From an optimization exercise on the open Yosys and OpenROAD flow, aimed at small area, a short achievable clock period and few clock cycles per item; shortcuts taken in it are not production practice.
The clock input has no modelled driver; a real chip could not lean on it and would need a root buffer or a full tree.
Power and IR drop assume default switching activity.

== MS ==
==> module ptc_builder, before the edit <==
module ptc_builder (
    input  wire        clk,
    input  wire        rst,
    input  wire        start,
    output wire        start_ready,
    input  wire [7:0]  cfg_dtype,
    input  wire [31:0] cfg_total,
    input  wire [15:0] cfg_cyl,
    input  wire [7:0]  cfg_heads,
    input  wire [7:0]  cfg_sect,
    input  wire [7:0]  cfg_ilv,
    input  wire [31:0] cfg_nfull,
    output wire [7:0]  rsvd_addr,
    input  wire [7:0]  rsvd_data,
    output wire        out_valid,
    input  wire        out_ready,
    output wire [7:0]  out_data,
    output wire        res_valid,
    output wire        res_refused,
    output wire        res_warn
);
    reg        scan;         
    reg        srdy;         
    reg        pend;         
    reg        act;          
    reg        ov;           
    reg        rv;           
    reg        rref;         
    reg        rwarn;        
    reg  [7:0] od;           
    reg  [8:0] p;            
    reg [15:0] romx;         
    reg  [7:0] dtype;
    reg [23:0] total;
    reg [15:0] cyl;
    reg  [7:0] heads;
    reg  [7:0] sect;
    reg  [7:0] ilv;
    reg  [3:0] n4;           
    reg        big;          
    reg        wtop;         
    assign start_ready = srdy;
    assign out_valid   = ov;
    assign out_data    = od;
    assign res_valid   = rv;
    assign res_refused = rref;
    assign res_warn    = rwarn;
    wire [8:0] laddr = {p[1], p[8:2], p[0]};
    wire [7:0] off   = laddr[7:0];
    assign rsvd_addr = off;
    wire nz   = big | (n4 != 4'd0);          
    wire warn = wtop | (total[15:0] != 16'd0) | (total[19:16] != n4);
    wire rsvd_off = (off == 8'h08) | (off == 8'h0F) | (off == 8'h10) | (off >= 8'h15);
    wire [3:0] nm1 = n4 - 4'd1;
    wire [7:0] kx0 = big ? 8'hA0
                   : {4'h5, n4[0] ? n4 : {~n4[2] & ~n4[1], ~n4[1], 2'b10}};
    wire [7:0] kx1 = big ? 8'hB9
                   : {1'b0, ~(n4 == 4'd1 || n4 == 4'd3), 2'b00, nm1 ^ 4'h6};
    wire [15:0] kx = {kx1, kx0};
    wire [7:0] cks0 = romx[7:0]  ^ kx[7:0]  ^ dtype ^ total[15:8] ^ cyl[15:8] ^ sect;
    wire [7:0] cks1 = romx[15:8] ^ kx[15:8] ^ total[7:0] ^ total[23:16] ^ cyl[7:0]
                    ^ heads ^ ilv;
    wire [3:0] ei = laddr[7:4];              
    wire [3:0] eb = laddr[3:0];              
    wire i_lt = big | (ei < n4);             
    wire i_eq = ~big & (ei == n4);           
    wire i_le = i_lt | i_eq;
    wire [3:0] eim1 = ei - 4'd1;
    wire [3:0] eip1 = ei + 4'd1;
    reg [7:0] hbyte, ebyte;
    always @(*) begin
        case (off)
            8'h00, 8'h01: hbyte = 8'hAE;
            8'h02:        hbyte = cks0;
            8'h03:        hbyte = cks1;
            8'h04:        hbyte = dtype;
            8'h05:        hbyte = total[7:0];
            8'h06:        hbyte = total[15:8];
            8'h07:        hbyte = total[23:16];
            8'h09:        hbyte = cyl[7:0];
            8'h0A:        hbyte = cyl[15:8];
            8'h0B:        hbyte = heads;
            8'h0C:        hbyte = sect;
            8'h0D:        hbyte = ilv;
            8'h11, 8'h12, 8'h13, 8'h14: hbyte = 8'hFF;
            default:      hbyte = 8'h00;
        endcase
        case (eb)
            4'd0: ebyte = !i_le ? 8'h00 : (ei == 4'd0) ? 8'h01 : (ei == 4'd1) ? 8'h00
                        : {4'hF, 4'd1 - ei};                
            4'd1: ebyte = (i_le && ei >= 4'd2) ? 8'hFF : 8'h00;
            4'd2: ebyte = !i_le ? {4'd0, n4} : (ei == 4'd0) ? 8'h00 : (ei == 4'd1) ? 8'h01
                        : {4'd0, eim1};
            4'd3: ebyte = i_lt ? 8'hFF : i_eq ? {4'd0, nm1} : 8'h00;
            4'd4: ebyte = i_lt ? 8'hFF : 8'h00;
            4'd5: ebyte = (ei < 4'd4 && (ei == 4'd0 || i_lt)) ? 8'h40 : 8'h00;
            4'd6: ebyte = 8'hC1;
            4'd7: ebyte = 8'hC5;
            4'd8: ebyte = (ei < 4'd9) ? {4'hB, eip1} : 8'hB1;
            4'd9: ebyte = (ei < 4'd9) ? 8'hA0 : {4'hB, ei - 4'd9};
            default: ebyte = 8'hA0;
        endcase
    end
    wire       use_rom = ~laddr[8] & rsvd_off;
    wire [7:0] lbyte   = laddr[8] ? ebyte : hbyte;
    wire [7:0] nbyte   = use_rom ? rsvd_data : lbyte;
    wire idle_out = ~act & ~ov;
    wire begin_b  = pend & nz & idle_out;    
    wire refuse   = pend & ~nz & idle_out;   
    wire load     = (act & (~ov | out_ready)) | begin_b;
    wire plast    = (p == 9'd511);
    wire take     = start & srdy;
    wire pend_n = take | (pend & ~begin_b & ~refuse);
    wire act_n  = load ? ~plast : act;
    always @(posedge clk) begin
        if (rst) begin
            scan  <= 1'b1;
            srdy  <= 1'b0;
            pend  <= 1'b0;
            act   <= 1'b0;
            ov    <= 1'b0;
            rv    <= 1'b0;
            p     <= 9'd0;
            romx  <= 16'd0;
        end else begin
            rv   <= (ov & ~act & out_ready) | refuse;   
            pend <= pend_n;
            act  <= act_n;
            srdy <= ~scan & ~pend_n & ~act_n;
            if (scan) begin
                if (rsvd_off) begin
                    if (p[0]) romx[15:8] <= romx[15:8] ^ rsvd_data;
                    else      romx[7:0]  <= romx[7:0]  ^ rsvd_data;
                end
                p <= p + {7'd0, p[0], 1'b1};
                if (off == 8'hFF) scan <= 1'b0;
            end else if (load) begin
                p <= p + 9'd1;
            end
            if (load)
                ov <= 1'b1;
            else if (out_ready)
                ov <= 1'b0;
        end
    end
    always @(posedge clk) begin
        if (load)
            od <= nbyte;
        if (srdy) begin
            dtype <= cfg_dtype;
            total <= cfg_total[23:0];
            cyl   <= cfg_cyl;
            heads <= cfg_heads;
            sect  <= cfg_sect;
            ilv   <= cfg_ilv;
            n4    <= cfg_nfull[3:0];
            big   <= (cfg_nfull[31:4] != 28'd0);
            wtop  <= (cfg_total[31:20] != cfg_nfull[15:4]) | (cfg_nfull[31:16] != 16'd0);
        end else if (!(pend && ov)) begin
            rref  <= ~nz;
            rwarn <= warn;
        end
    end
endmodule
==> flow/config.mk <==
export PLATFORM = sky130hd
export DESIGN_NAME = ptc_builder
export DESIGN_NICKNAME = ptc_builder
export VERILOG_FILES = /design/flow/design.v
export SDC_FILE = /design/flow/constraint.sdc
export NUM_CORES = 4
export LEC_CHECK = 0
export CAP_MARGIN = 20
export CORE_MARGIN = 2
export CORE_UTILIZATION = 55
export PLACE_DENSITY = 0.7
export SLEW_MARGIN = 65
==> flow/constraint.sdc <==
create_clock -name core_clock -period 10.0 [get_ports {clk}]
set_input_delay 2.0000 -clock core_clock [delete_from_list [all_inputs] [get_ports {clk}]]
set_output_delay 2.0000 -clock core_clock [all_outputs]
set_load 0.01 [all_outputs]
standard.sh (not shown) runs the stock make flow with config.mk's settings and CLKGATE_MAP_FILE= SYNTH_SCRIPT=/design/flow/synth_recipe.tcl, a recipe that flattens the netlist after the stock synthesis.
==> flow/flow/run.sh <==
#!/bin/bash
set -euo pipefail
here=$(cd "$(dirname "$0")" && pwd)
bufs="BUFFER_PORTS_ARGS=-buffer_cell sky130_fd_sc_hd__buf_1"
cts="PRE_CTS_TCL=$here/clock_tree.tcl"
res=orfs/results/sky130hd/ptc_builder/base
bash standard.sh "$bufs" "$cts" finish > make_finish.log 2>&1
PLATFORM_DIR="$FLOW_HOME/platforms/sky130hd" RES="$res" \
  openroad -no_init -exit "$here/clock_slew.tcl" > clock_slew.log 2>&1
slew=$(awk '/^CLKSLEW_PS/ {print $2}' clock_slew.log)
echo "one-level clock tree: clock-pin slew ${slew:-unknown} ps"
if [[ -z "$slew" ]] || awk -v s="$slew" 'BEGIN { exit !(s > 120) }'; then
  echo "redoing the layout from placement with a two-level clock tree"
  cp -r orfs/logs logs_onelevel
  bash standard.sh "$bufs" clean_cts clean_route clean_finish > make_clean.log 2>&1
  CLOCK_TREE_LEVELS=2 bash standard.sh "$bufs" "$cts" finish > make_finish_twolevel.log 2>&1
fi
Other scripts of this flow, unchanged in this note and not shown: flow/flow/clock_slew.tcl, flow/flow/clock_tree.tcl
--- input diff MS..AL ---
diff --git a/flow/design.v b/flow/design.v
--- a/flow/design.v
+++ b/flow/design.v
@@ -20,13 +20,15 @@
     output wire        res_warn
 );
     reg        scan;         
     reg        srdy;         
     reg        pend;         
     reg        act;          
+    reg        rw;           
     reg        ov;           
+    reg        lastb;        
     reg        rv;           
     reg        rref;         
     reg        rwarn;        
     reg  [7:0] od;           
     reg  [8:0] p;            
     reg [15:0] romx;         
@@ -34,25 +36,27 @@
     reg [23:0] total;
     reg [15:0] cyl;
     reg  [7:0] heads;
     reg  [7:0] sect;
     reg  [7:0] ilv;
     reg  [3:0] n4;           
-    reg        big;          
+    reg        nhi;          
+    reg        nmid;         
     reg        wtop;         
     assign start_ready = srdy;
     assign out_valid   = ov;
     assign out_data    = od;
     assign res_valid   = rv;
     assign res_refused = rref;
     assign res_warn    = rwarn;
     wire [8:0] laddr = {p[1], p[8:2], p[0]};
     wire [7:0] off   = laddr[7:0];
     assign rsvd_addr = off;
+    wire big  = nhi | nmid;                  
     wire nz   = big | (n4 != 4'd0);          
-    wire warn = wtop | (total[15:0] != 16'd0) | (total[19:16] != n4);
+    wire warn = wtop | nhi | (total[15:0] != 16'd0) | (total[19:16] != n4);
     wire rsvd_off = (off == 8'h08) | (off == 8'h0F) | (off == 8'h10) | (off >= 8'h15);
     wire [3:0] nm1 = n4 - 4'd1;
     wire [7:0] kx0 = big ? 8'hA0
                    : {4'h5, n4[0] ? n4 : {~n4[2] & ~n4[1], ~n4[1], 2'b10}};
     wire [7:0] kx1 = big ? 8'hB9
                    : {1'b0, ~(n4 == 4'd1 || n4 == 4'd3), 2'b00, nm1 ^ 4'h6};
@@ -104,61 +108,71 @@
     wire       use_rom = ~laddr[8] & rsvd_off;
     wire [7:0] lbyte   = laddr[8] ? ebyte : hbyte;
     wire [7:0] nbyte   = use_rom ? rsvd_data : lbyte;
     wire idle_out = ~act & ~ov;
     wire begin_b  = pend & nz & idle_out;    
     wire refuse   = pend & ~nz & idle_out;   
-    wire load     = (act & (~ov | out_ready)) | begin_b;
+    wire spec     = (act & ~rw) | begin_b;
+    wire load     = (act & ~rw & (~ov | out_ready)) | begin_b;
+    wire fail     = act & ~rw & ov & ~out_ready;
+    wire cfg_en   = ~scan & ~pend & ~act;
     wire plast    = (p == 9'd511);
     wire take     = start & srdy;
     wire pend_n = take | (pend & ~begin_b & ~refuse);
     wire act_n  = load ? ~plast : act;
     always @(posedge clk) begin
         if (rst) begin
             scan  <= 1'b1;
             srdy  <= 1'b0;
             pend  <= 1'b0;
             act   <= 1'b0;
+            rw    <= 1'b0;
             ov    <= 1'b0;
             rv    <= 1'b0;
             p     <= 9'd0;
             romx  <= 16'd0;
         end else begin
-            rv   <= (ov & ~act & out_ready) | refuse;   
+            rv   <= (ov & out_ready & lastb) | refuse;
             pend <= pend_n;
             act  <= act_n;
+            rw   <= fail;
             srdy <= ~scan & ~pend_n & ~act_n;
             if (scan) begin
                 if (rsvd_off) begin
                     if (p[0]) romx[15:8] <= romx[15:8] ^ rsvd_data;
                     else      romx[7:0]  <= romx[7:0]  ^ rsvd_data;
                 end
                 p <= p + {7'd0, p[0], 1'b1};
                 if (off == 8'hFF) scan <= 1'b0;
-            end else if (load) begin
+            end else if (rw) begin
+                p <= p - 9'd1;
+            end else if (spec) begin
                 p <= p + 9'd1;
             end
             if (load)
                 ov <= 1'b1;
             else if (out_ready)
                 ov <= 1'b0;
         end
     end
     always @(posedge clk) begin
-        if (load)
-            od <= nbyte;
-        if (srdy) begin
+        if (load) begin
+            od    <= nbyte;
+            lastb <= plast;
+        end
+        if (cfg_en) begin
             dtype <= cfg_dtype;
             total <= cfg_total[23:0];
             cyl   <= cfg_cyl;
             heads <= cfg_heads;
             sect  <= cfg_sect;
             ilv   <= cfg_ilv;
             n4    <= cfg_nfull[3:0];
-            big   <= (cfg_nfull[31:4] != 28'd0);
-            wtop  <= (cfg_total[31:20] != cfg_nfull[15:4]) | (cfg_nfull[31:16] != 16'd0);
+            nhi   <= (cfg_nfull[31:16] != 16'd0);
+            nmid  <= (cfg_nfull[15:4] != 12'd0);
+            wtop  <= (cfg_total[31:20] != cfg_nfull[15:4]);
         end else if (!(pend && ov)) begin
             rref  <= ~nz;
             rwarn <= warn;
         end
     end
 endmodule
[summary]
Post-route clock period utilization ended up 0.22 points higher on AL than on MS. Launch point of the critical path = p[0]$_SDFFE_PP0P_: MS; launch point of the critical path = p[4]$_SDFFE_PP0P_: AL. Per the comparison of AL with MS, relative max-transition margin moved down; power moved down; design area moved up; power of the clock network level. [AL vs MS] clock skew: lower in AL. Compared with MS, tap cell count in AL increased by a few percent.
Function was not checked in any run of this note: the RTL went through the layout flow alone. In every run of this note, the design's own scripts or RTL, not TritonCTS, make the clock network.

-- static timing again, ports no longer ideal --
How much do the figures lean on ideal ports? The routed layouts below were timed once more, with nothing changed but the port constraints. Step 1 sets driving cells, clkbuf_16 on the clock port and buf_2 on the other inputs (assumed; they add their load-dependent delay and slew). Step 2 moves the port delays by t, midway between the first and last clock arrival at a register: inputs arrive t later, outputs are due t later. That takes back most of the time a late clock gives input paths. a / b / c = ideal / step 1 / step 2; a / b = the first two.
| run | t (ns) | slack for setup (ns) | clock arrival spread, ns | slew at the worst register clock pin (ns) | cell pins on the clock port's net |
|---|---|---|---|---|---|
| MS | 0.305 | 6.870 / 6.782 / 6.872 | 0.025 / 0.026 | 0.07 / 0.07 | 4 |
| AL | 0.305 | 6.849 / 6.760 / 6.724 | 0.022 / 0.022 | 0.07 / 0.07 | 4 |
After both steps setup and hold are still met in every run listed. The setup slack of AL, which loses most, moves by -0.089 ns with the drivers and by -0.125 ns with both steps.
